What follows belongs to an exercise in optimizing a design on an open flow for small area, a short achievable clock period and few clock cycles; a production flow would make more cautious choices. Function was checked by simulation only, so behaviour that the tests miss may differ from the original.

==> inputs of 02-23 <==
## ziz_qnt
module ziz_qnt (
    input  wire        clk,
    input  wire        rst,
    input  wire        start,
    input  wire        op,
    input  wire [31:0] opa,
    input  wire [31:0] opb,
    input  wire [31:0] opc,
    output wire        ready,
    output reg         done,
    output wire [31:0] res,
    output reg         oor,
    output reg  [2:0]  fcode
);
Settings: LEC_CHECK=0, ABC_AREA=1, CAP_MARGIN=20, CORE_MARGIN=2, CORE_UTILIZATION=40, PLACE_DENSITY=0.6, SLEW_MARGIN=20; clock period 45.0 ns.
standard.sh (not shown) runs the stock make flow with config.mk's settings and CLKGATE_MAP_FILE= SYNTH_SCRIPT=/design/flow/synth_recipe.tcl, a recipe that flattens the netlist after the stock synthesis.
==> flow/flow/run.sh <==
#!/bin/bash
# The standard layout, with the resizer's setup repair aiming for 13 ns paths
# (a setup margin of 32 ns on the 45 ns clock) instead of stopping at 45 ns.
set -euo pipefail
bash standard.sh SETUP_SLACK_MARGIN=32 finish > standard.log 2>&1
==> 05-17 (differences from 02-23) <==
--- a/flow/design.v
+++ b/flow/design.v
@@ -85,60 +85,56 @@
     input  wire signed [9:0] xe,
     input  wire [23:0]       xm,
     input  wire [7:0]        qn_i,
     input  wire [2:0]        k,
     output wire [31:0]       res,
     output wire              ovf,
+    output wire              zero,
     output wire              sub,
     output wire [24:0]       pre,
     output wire              pre_s,
     output wire [9:0]        pre_e
 );
-    wire [7:0]  qn = deq ? qn_i : 8'hFF;
-    wire [8:0]  qe = {qn, 1'b0};
-    reg  [31:0] bro [0:3];
-    reg  [3:0]  bneg;
-    reg  [24:0] mag;
-    reg         one, two;
-    integer i;
-    always @* begin
-        for (i = 0; i < 4; i = i + 1) begin
-            one     = qe[2*i+1] ^ qe[2*i];
-            two     = (qe[2*i+2] & ~qe[2*i+1] & ~qe[2*i]) | (~qe[2*i+2] & qe[2*i+1] & qe[2*i]);
-            bneg[i] = qe[2*i+2];
-            mag     = one ? {1'b0, xm} : two ? {xm, 1'b0} : 25'd0;
-            bro[i]  = {{7{bneg[i]}}, mag ^ {25{bneg[i]}}} << (2 * i);
-        end
-    end
-    wire [31:0] r0 = bro[0], r1 = bro[1], r2 = bro[2], r3 = bro[3];
-    wire [31:0] r4 = qn[7] ? {xm, 8'd0} : 32'd0;
-    wire [31:0] r5 = {25'd0, bneg[3], 1'b0, bneg[2], 1'b0, bneg[1], 1'b0, bneg[0]};
+    wire [7:0]  qn = qn_i;
+    wire [31:0] r0 = qn[0] ? {8'd0, xm}       : 32'd0;
+    wire [31:0] r1 = qn[1] ? {7'd0, xm, 1'd0} : 32'd0;
+    wire [31:0] r2 = qn[2] ? {6'd0, xm, 2'd0} : 32'd0;
+    wire [31:0] r3 = qn[3] ? {5'd0, xm, 3'd0} : 32'd0;
+    wire [31:0] r4 = qn[4] ? {4'd0, xm, 4'd0} : 32'd0;
+    wire [31:0] r5 = qn[5] ? {3'd0, xm, 5'd0} : 32'd0;
+    wire [31:0] r6 = qn[6] ? {2'd0, xm, 6'd0} : 32'd0;
+    wire [31:0] r7 = qn[7] ? {1'd0, xm, 7'd0} : 32'd0;
     wire [31:0] s1 = r0 ^ r1 ^ r2, c1 = ((r0 & r1) | (r0 & r2) | (r1 & r2)) << 1;
     wire [31:0] s2 = r3 ^ r4 ^ r5, c2 = ((r3 & r4) | (r3 & r5) | (r4 & r5)) << 1;
     wire [31:0] s3 = s1 ^ c1 ^ s2, c3 = ((s1 & c1) | (s1 & s2) | (c1 & s2)) << 1;
-    wire [31:0] ps = s3 ^ c3 ^ c2, pc = ((s3 & c3) | (s3 & c2) | (c3 & c2)) << 1;
-    wire [47:0] y48;
-    fp_cpa48 u_cpy (.a({16'd0, ps}), .b({16'd0, pc}), .s(y48));
-    wire [31:0] y = y48[31:0];
-    wire [47:0] t0 = deq ? {16'd0, y} : 48'd0;
-    wire [47:0] t1 = deq ? {8'd0, y, 8'd0} : 48'd0;
-    wire [47:0] t2 = {y, 16'd0};
-    wire [47:0] t3 = deq ? {24'd0, xm} : 48'd0;
+    wire [31:0] s4 = c2 ^ r6 ^ r7, c4 = ((c2 & r6) | (c2 & r7) | (r6 & r7)) << 1;
+    wire [31:0] s5 = s3 ^ c3 ^ s4, c5 = ((s3 & c3) | (s3 & s4) | (c3 & s4)) << 1;
+    wire [31:0] ps = s5 ^ c5 ^ c4, pc = ((s5 & c5) | (s5 & c4) | (c5 & c4)) << 1;
+    wire [47:0] t0 = deq ? {16'd0, ps} : 48'd0;
+    wire [47:0] t1 = deq ? {16'd0, pc} : 48'd0;
+    wire [47:0] t2 = deq ? {8'd0, ps, 8'd0} : 48'd0;
+    wire [47:0] t3 = deq ? {8'd0, pc, 8'd0} : 48'd0;
+    wire [47:0] t4 = {ps, 16'd0};
+    wire [47:0] t5 = {pc, 16'd0};
+    wire [47:0] t6 = deq ? {24'd0, xm} : 48'd0;
     wire [47:0] u1 = t0 ^ t1 ^ t2, v1 = ((t0 & t1) | (t0 & t2) | (t1 & t2)) << 1;
-    wire [47:0] u5 = u1 ^ v1 ^ t3, v5 = ((u1 & v1) | (u1 & t3) | (v1 & t3)) << 1;
+    wire [47:0] u2 = t3 ^ t4 ^ t5, v2 = ((t3 & t4) | (t3 & t5) | (t4 & t5)) << 1;
+    wire [47:0] u3 = u1 ^ v1 ^ u2, v3 = ((u1 & v1) | (u1 & u2) | (v1 & u2)) << 1;
+    wire [47:0] u4 = u3 ^ v3 ^ v2, v4 = ((u3 & v3) | (u3 & v2) | (v3 & v2)) << 1;
+    wire [47:0] u5 = u4 ^ v4 ^ t6, v5 = ((u4 & v4) | (u4 & t6) | (v4 & t6)) << 1;
     wire [47:0] p48;
     fp_cpa48 u_cpa (.a(u5), .b(v5), .s(p48));
     wire        top = p48[47];
     wire [23:0] m0  = top ? p48[47:24] : p48[46:23];
     wire        g0  = top ? p48[23] : p48[22];
     wire        s0  = (|p48[21:0]) | (top & p48[22]);
     wire signed [10:0] eb = $signed({xe[9], xe}) + (deq ? -$signed({8'd0, k}) : 11'sd8)
-                            - (top ? 11'sd0 : 11'sd1) + 11'sd127;
+                            - (top ? 11'sd0 : 11'sd1);
     wire        inc = g0 & (s0 | m0[0]);
     wire [32:0] pk  = {eb[9:0] - 10'd1, 23'd0} + {9'd0, m0} + {32'd0, inc};
-    wire        zero = (xm == 24'd0) | (deq & ~qn_i[7]);
+    assign zero = (xm == 24'd0) | ~qn_i[7];
     assign sub = !zero && (eb < 11'sd1);
     assign ovf = !zero && !sub && (pk[32:23] >= 10'd255);
     assign res = zero ? {xs & ~deq, 31'd0} : {xs, pk[30:0]};
     assign pre = {m0, g0};
     assign pre_s = s0;
     assign pre_e = eb[9:0];
@@ -263,17 +259,17 @@
     fp_add u_add (.a(add_a), .b(add_b), .res(add_res), .ovf(add_ovf), .zero(add_zero));
     wire eq_mm = add_zero;
     wire lt_mm = !add_zero && add_res[31];
     wire [31:0] g_val = eq_mm ? 32'h3F800000 : add_res;
     wire        g_ovf = !eq_mm && add_ovf;
     wire [31:0] mul_res;
-    wire        mul_ovf, mul_sub, pre_s;
+    wire        mul_ovf, mul_sub, mul_zero, pre_s;
     wire [24:0] pre;
     wire [9:0]  pre_e;
     fp_mul u_mul (.deq(op_r), .xs(xs), .xe(xe), .xm(xm), .qn_i(a_r[7:0]), .k(a_r[10:8]),
-                  .res(mul_res), .ovf(mul_ovf), .sub(mul_sub), .pre(pre), .pre_s(pre_s),
+                  .res(mul_res), .ovf(mul_ovf), .zero(mul_zero), .sub(mul_sub), .pre(pre), .pre_s(pre_s),
                   .pre_e(pre_e));
     wire        ms_go  = tex < 10'sd1;
     wire        ms_inc = rem[0] & (ms_st | rem[1]);
     wire [23:0] ms_pk  = rem[24:1] + {23'd0, ms_inc};
     wire [7:0] q = a_r[7:0];
     wire [2:0] qk = q[7] ? 3'd0 : q[6] ? 3'd1 : q[5] ? 3'd2 : q[4] ? 3'd3 :
@@ -295,16 +291,16 @@
     wire [24:0] tm1 = {1'b0, tm0} + {24'd0, tin};
     wire [23:0] tm  = {tm1[24] | tm1[23], tm1[22:0]};
     wire signed [10:0] te = $signed({t_ex[9], t_ex}) - (hi ? 11'sd0 : 11'sd1)
                             + (tm1[24] ? 11'sd1 : 11'sd0);
     wire        t_ovf = te > 11'sd127;
     wire signed [10:0] sa_x = 11'sd31 - te;
-    wire signed [10:0] sa_e = $signed({7'd0, cnt}) * K - $signed({t_ex[9], t_ex}) + 11'sd8;
+    wire signed [10:0] sa_e = $signed({7'd0, cnt}) * K - $signed({t_ex[9], t_ex}) + 11'sd9;
     wire signed [10:0] sa_w = (state == S_RND) ? sa_x : sa_e;
     wire [5:0]  sa  = (sa_w < 11'sd0) ? 6'd0 : (sa_w > 11'sd63) ? 6'd63 : sa_w[5:0];
-    wire [23:0] rx  = (state == S_RND) ? tm : {quo[22:0], q_nx[K-1]};
+    wire [23:0] rx  = (state == S_RND) ? tm : {quo[21:0], q_nx[K-1:K-2]};
     wire        big = (state == S_RND) && (te >= 11'sd8);
     wire [7:0]  r_byte;
     wire        r_oor, r_dec;
     fp_round_pack u_rnd (.x(rx), .sa(sa), .sgn(tsg), .big(big),
                          .byte_o(r_byte), .oor(r_oor), .decisive(r_dec));
     wire early = (t_ex <= 10'sd8) && r_dec;
@@ -351,26 +347,26 @@
     always @(posedge clk) begin
         if (state == S_2) begin
             xm <= xm << 1;
             xe <= xe - 10'sd1;
         end else begin
             xs <= x_src[31];
-            xe <= $signed({2'b0, x_nrm ? x_src[30:23] : 8'd1}) - 10'sd127;
+            xe <= $signed({2'b0, x_nrm ? x_src[30:23] : 8'd1});
             xm <= {x_nrm, x_src[22:0]};
         end
         if (state == S_1)
             ovf1 <= op_r ? g_ovf : add_ovf;
         if (state == S_2) begin
             rem   <= mul_sub ? pre : {2'b0, m_nrm, mul_res[22:0]};
             if (x_norm) max_r[23:0] <= {g_nrm, g_val[22:0]};
             tex   <= mul_sub ? $signed(pre_e) : $signed({2'b0, mul_res[30:24], mul_res[23] | !m_nrm});
             gex   <= $signed({2'b0, g_val[30:24], g_val[23] | !g_nrm});
             tsg   <= mul_res[31];
             ms_st <= pre_s;
             ovf2  <= op_r ? mul_ovf : (g_ovf || mul_ovf);
-            zero2 <= !mul_sub && mul_res[30:0] == 31'd0;
+            zero2 <= mul_zero;
         end else if (state == S_MS) begin
             if (ms_go) begin
                 rem   <= rem >> 1;
                 ms_st <= ms_st | rem[0];
                 tex   <= tex + 10'sd1;
             end else begin
@@ -401,14 +397,14 @@
             op_r  <= op;
             a_r   <= opa;
             min_r <= opb;
             max_r <= opc;
         end else if (fin) begin
             a_r <= res_nx;
-        end else if (state == S_1 && op_r) begin
-            a_r[10:0] <= {qk, q << qk};
+        end else if (state == S_1) begin
+            a_r[10:0] <= op_r ? {qk, q << qk} : {3'd0, 8'hFF};
         end else if (state == S_2 && op_r && x_norm) begin
             a_r <= mul_res;
         end else if (state == S_MS && op_r && !ms_go) begin
             a_r <= {tsg, 7'd0, ms_pk};
         end
     end
==> flow/flow/run.sh (replaced) <==
#!/bin/bash
# The standard layout, with the resizer's setup repair aiming for 14 ns paths
# (a setup margin of 31 ns on the 45 ns clock) instead of stopping at 45 ns.
set -euo pipefail
bash standard.sh SETUP_SLACK_MARGIN=31 finish > standard.log 2>&1
==> 12-05 (differences from 02-23) <==
--- a/flow/design.v
+++ b/flow/design.v
@@ -85,60 +85,56 @@
     input  wire signed [9:0] xe,
     input  wire [23:0]       xm,
     input  wire [7:0]        qn_i,
     input  wire [2:0]        k,
     output wire [31:0]       res,
     output wire              ovf,
+    output wire              zero,
     output wire              sub,
     output wire [24:0]       pre,
     output wire              pre_s,
     output wire [9:0]        pre_e
 );
-    wire [7:0]  qn = deq ? qn_i : 8'hFF;
-    wire [8:0]  qe = {qn, 1'b0};
-    reg  [31:0] bro [0:3];
-    reg  [3:0]  bneg;
-    reg  [24:0] mag;
-    reg         one, two;
-    integer i;
-    always @* begin
-        for (i = 0; i < 4; i = i + 1) begin
-            one     = qe[2*i+1] ^ qe[2*i];
-            two     = (qe[2*i+2] & ~qe[2*i+1] & ~qe[2*i]) | (~qe[2*i+2] & qe[2*i+1] & qe[2*i]);
-            bneg[i] = qe[2*i+2];
-            mag     = one ? {1'b0, xm} : two ? {xm, 1'b0} : 25'd0;
-            bro[i]  = {{7{bneg[i]}}, mag ^ {25{bneg[i]}}} << (2 * i);
-        end
-    end
-    wire [31:0] r0 = bro[0], r1 = bro[1], r2 = bro[2], r3 = bro[3];
-    wire [31:0] r4 = qn[7] ? {xm, 8'd0} : 32'd0;
-    wire [31:0] r5 = {25'd0, bneg[3], 1'b0, bneg[2], 1'b0, bneg[1], 1'b0, bneg[0]};
+    wire [7:0]  qn = qn_i;
+    wire [31:0] r0 = qn[0] ? {8'd0, xm}       : 32'd0;
+    wire [31:0] r1 = qn[1] ? {7'd0, xm, 1'd0} : 32'd0;
+    wire [31:0] r2 = qn[2] ? {6'd0, xm, 2'd0} : 32'd0;
+    wire [31:0] r3 = qn[3] ? {5'd0, xm, 3'd0} : 32'd0;
+    wire [31:0] r4 = qn[4] ? {4'd0, xm, 4'd0} : 32'd0;
+    wire [31:0] r5 = qn[5] ? {3'd0, xm, 5'd0} : 32'd0;
+    wire [31:0] r6 = qn[6] ? {2'd0, xm, 6'd0} : 32'd0;
+    wire [31:0] r7 = qn[7] ? {1'd0, xm, 7'd0} : 32'd0;
     wire [31:0] s1 = r0 ^ r1 ^ r2, c1 = ((r0 & r1) | (r0 & r2) | (r1 & r2)) << 1;
     wire [31:0] s2 = r3 ^ r4 ^ r5, c2 = ((r3 & r4) | (r3 & r5) | (r4 & r5)) << 1;
     wire [31:0] s3 = s1 ^ c1 ^ s2, c3 = ((s1 & c1) | (s1 & s2) | (c1 & s2)) << 1;
-    wire [31:0] ps = s3 ^ c3 ^ c2, pc = ((s3 & c3) | (s3 & c2) | (c3 & c2)) << 1;
-    wire [47:0] y48;
-    fp_cpa48 u_cpy (.a({16'd0, ps}), .b({16'd0, pc}), .s(y48));
-    wire [31:0] y = y48[31:0];
-    wire [47:0] t0 = deq ? {16'd0, y} : 48'd0;
-    wire [47:0] t1 = deq ? {8'd0, y, 8'd0} : 48'd0;
-    wire [47:0] t2 = {y, 16'd0};
-    wire [47:0] t3 = deq ? {24'd0, xm} : 48'd0;
+    wire [31:0] s4 = c2 ^ r6 ^ r7, c4 = ((c2 & r6) | (c2 & r7) | (r6 & r7)) << 1;
+    wire [31:0] s5 = s3 ^ c3 ^ s4, c5 = ((s3 & c3) | (s3 & s4) | (c3 & s4)) << 1;
+    wire [31:0] ps = s5 ^ c5 ^ c4, pc = ((s5 & c5) | (s5 & c4) | (c5 & c4)) << 1;
+    wire [47:0] t0 = deq ? {16'd0, ps} : 48'd0;
+    wire [47:0] t1 = deq ? {16'd0, pc} : 48'd0;
+    wire [47:0] t2 = deq ? {8'd0, ps, 8'd0} : 48'd0;
+    wire [47:0] t3 = deq ? {8'd0, pc, 8'd0} : 48'd0;
+    wire [47:0] t4 = {ps, 16'd0};
+    wire [47:0] t5 = {pc, 16'd0};
+    wire [47:0] t6 = deq ? {24'd0, xm} : 48'd0;
     wire [47:0] u1 = t0 ^ t1 ^ t2, v1 = ((t0 & t1) | (t0 & t2) | (t1 & t2)) << 1;
-    wire [47:0] u5 = u1 ^ v1 ^ t3, v5 = ((u1 & v1) | (u1 & t3) | (v1 & t3)) << 1;
+    wire [47:0] u2 = t3 ^ t4 ^ t5, v2 = ((t3 & t4) | (t3 & t5) | (t4 & t5)) << 1;
+    wire [47:0] u3 = u1 ^ v1 ^ u2, v3 = ((u1 & v1) | (u1 & u2) | (v1 & u2)) << 1;
+    wire [47:0] u4 = u3 ^ v3 ^ v2, v4 = ((u3 & v3) | (u3 & v2) | (v3 & v2)) << 1;
+    wire [47:0] u5 = u4 ^ v4 ^ t6, v5 = ((u4 & v4) | (u4 & t6) | (v4 & t6)) << 1;
     wire [47:0] p48;
     fp_cpa48 u_cpa (.a(u5), .b(v5), .s(p48));
     wire        top = p48[47];
     wire [23:0] m0  = top ? p48[47:24] : p48[46:23];
     wire        g0  = top ? p48[23] : p48[22];
     wire        s0  = (|p48[21:0]) | (top & p48[22]);
     wire signed [10:0] eb = $signed({xe[9], xe}) + (deq ? -$signed({8'd0, k}) : 11'sd8)
-                            - (top ? 11'sd0 : 11'sd1) + 11'sd127;
+                            - (top ? 11'sd0 : 11'sd1);
     wire        inc = g0 & (s0 | m0[0]);
     wire [32:0] pk  = {eb[9:0] - 10'd1, 23'd0} + {9'd0, m0} + {32'd0, inc};
-    wire        zero = (xm == 24'd0) | (deq & ~qn_i[7]);
+    assign zero = (xm == 24'd0) | ~qn_i[7];
     assign sub = !zero && (eb < 11'sd1);
     assign ovf = !zero && !sub && (pk[32:23] >= 10'd255);
     assign res = zero ? {xs & ~deq, 31'd0} : {xs, pk[30:0]};
     assign pre = {m0, g0};
     assign pre_s = s0;
     assign pre_e = eb[9:0];
@@ -263,17 +259,17 @@
     fp_add u_add (.a(add_a), .b(add_b), .res(add_res), .ovf(add_ovf), .zero(add_zero));
     wire eq_mm = add_zero;
     wire lt_mm = !add_zero && add_res[31];
     wire [31:0] g_val = eq_mm ? 32'h3F800000 : add_res;
     wire        g_ovf = !eq_mm && add_ovf;
     wire [31:0] mul_res;
-    wire        mul_ovf, mul_sub, pre_s;
+    wire        mul_ovf, mul_sub, mul_zero, pre_s;
     wire [24:0] pre;
     wire [9:0]  pre_e;
     fp_mul u_mul (.deq(op_r), .xs(xs), .xe(xe), .xm(xm), .qn_i(a_r[7:0]), .k(a_r[10:8]),
-                  .res(mul_res), .ovf(mul_ovf), .sub(mul_sub), .pre(pre), .pre_s(pre_s),
+                  .res(mul_res), .ovf(mul_ovf), .zero(mul_zero), .sub(mul_sub), .pre(pre), .pre_s(pre_s),
                   .pre_e(pre_e));
     wire        ms_go  = tex < 10'sd1;
     wire        ms_inc = rem[0] & (ms_st | rem[1]);
     wire [23:0] ms_pk  = rem[24:1] + {23'd0, ms_inc};
     wire [7:0] q = a_r[7:0];
     wire [2:0] qk = q[7] ? 3'd0 : q[6] ? 3'd1 : q[5] ? 3'd2 : q[4] ? 3'd3 :
@@ -351,26 +347,26 @@
     always @(posedge clk) begin
         if (state == S_2) begin
             xm <= xm << 1;
             xe <= xe - 10'sd1;
         end else begin
             xs <= x_src[31];
-            xe <= $signed({2'b0, x_nrm ? x_src[30:23] : 8'd1}) - 10'sd127;
+            xe <= $signed({2'b0, x_nrm ? x_src[30:23] : 8'd1});
             xm <= {x_nrm, x_src[22:0]};
         end
         if (state == S_1)
             ovf1 <= op_r ? g_ovf : add_ovf;
         if (state == S_2) begin
             rem   <= mul_sub ? pre : {2'b0, m_nrm, mul_res[22:0]};
             if (x_norm) max_r[23:0] <= {g_nrm, g_val[22:0]};
             tex   <= mul_sub ? $signed(pre_e) : $signed({2'b0, mul_res[30:24], mul_res[23] | !m_nrm});
             gex   <= $signed({2'b0, g_val[30:24], g_val[23] | !g_nrm});
             tsg   <= mul_res[31];
             ms_st <= pre_s;
             ovf2  <= op_r ? mul_ovf : (g_ovf || mul_ovf);
-            zero2 <= !mul_sub && mul_res[30:0] == 31'd0;
+            zero2 <= mul_zero;
         end else if (state == S_MS) begin
             if (ms_go) begin
                 rem   <= rem >> 1;
                 ms_st <= ms_st | rem[0];
                 tex   <= tex + 10'sd1;
             end else begin
@@ -401,14 +397,14 @@
             op_r  <= op;
             a_r   <= opa;
             min_r <= opb;
             max_r <= opc;
         end else if (fin) begin
             a_r <= res_nx;
-        end else if (state == S_1 && op_r) begin
-            a_r[10:0] <= {qk, q << qk};
+        end else if (state == S_1) begin
+            a_r[10:0] <= op_r ? {qk, q << qk} : {3'd0, 8'hFF};
         end else if (state == S_2 && op_r && x_norm) begin
             a_r <= mul_res;
         end else if (state == S_MS && op_r && !ms_go) begin
             a_r <= {tsg, 7'd0, ms_pk};
         end
     end
==> notes <==
- In flip-flop and latch count, 02-23 and 05-17 do not differ.
- Synthesized area: 02-23 is lower than 05-17 (about 6%).
- Worst hold slack: 05-17 > 12-05 > 02-23.
- Between 05-17 and 12-05, the lower wire length is in 12-05 (gap about 2.4%, measured against 12-05).
- Die area: 02-23 is lower than 12-05 (4.4%).
- Clock-buffer cell count: 05-17 is higher than 02-23 (5).
- The highest design area belongs to 02-23, the lowest to 05-17.
- The lowest maximum frequency belongs to 05-17, the highest to 12-05.
Testbench counts of 02-23, summed over its fixed seeds: cycles 10,693.
Testbench counts of 05-17, summed over its fixed seeds: cycles 10,272.
Testbench counts of 12-05, summed over its fixed seeds: cycles 10,693.

port drivers added, routing unchanged:
The flow's constraints put no driver on any port. The routed layouts listed below were extracted and timed again, unchanged, in two steps.
Step 1, drivers: a clkbuf_16 drives clk and a buf_2 each remaining input, both assumed.
Step 2, shift: input delay + t, output delay - t, t = (earliest + latest rising clock arrival at the registers) / 2. This alone moves slack from input paths to output paths.
Slacks: ideal / step 1 / step 2; pairs: ideal / step 1.
| run | shift t [ns] | slack for setup (ns) | worst setup path at the end | clock arrival spread, ns | cell pins on the clock port's net |
|---|---|---|---|---|---|
| 02-23 | 0.695 | 32.178 / 32.178 / 32.178 | register to register | 0.132 / 0.131 | 1 |
| 05-17 | 0.726 | 31.847 / 31.847 / 31.847 | register to register | 0.065 / 0.065 | 1 |
| 12-05 | 0.665 | 32.525 / 32.525 / 32.525 | register to register | 0.029 / 0.029 | 1 |
After both steps every run listed still meets setup and hold.
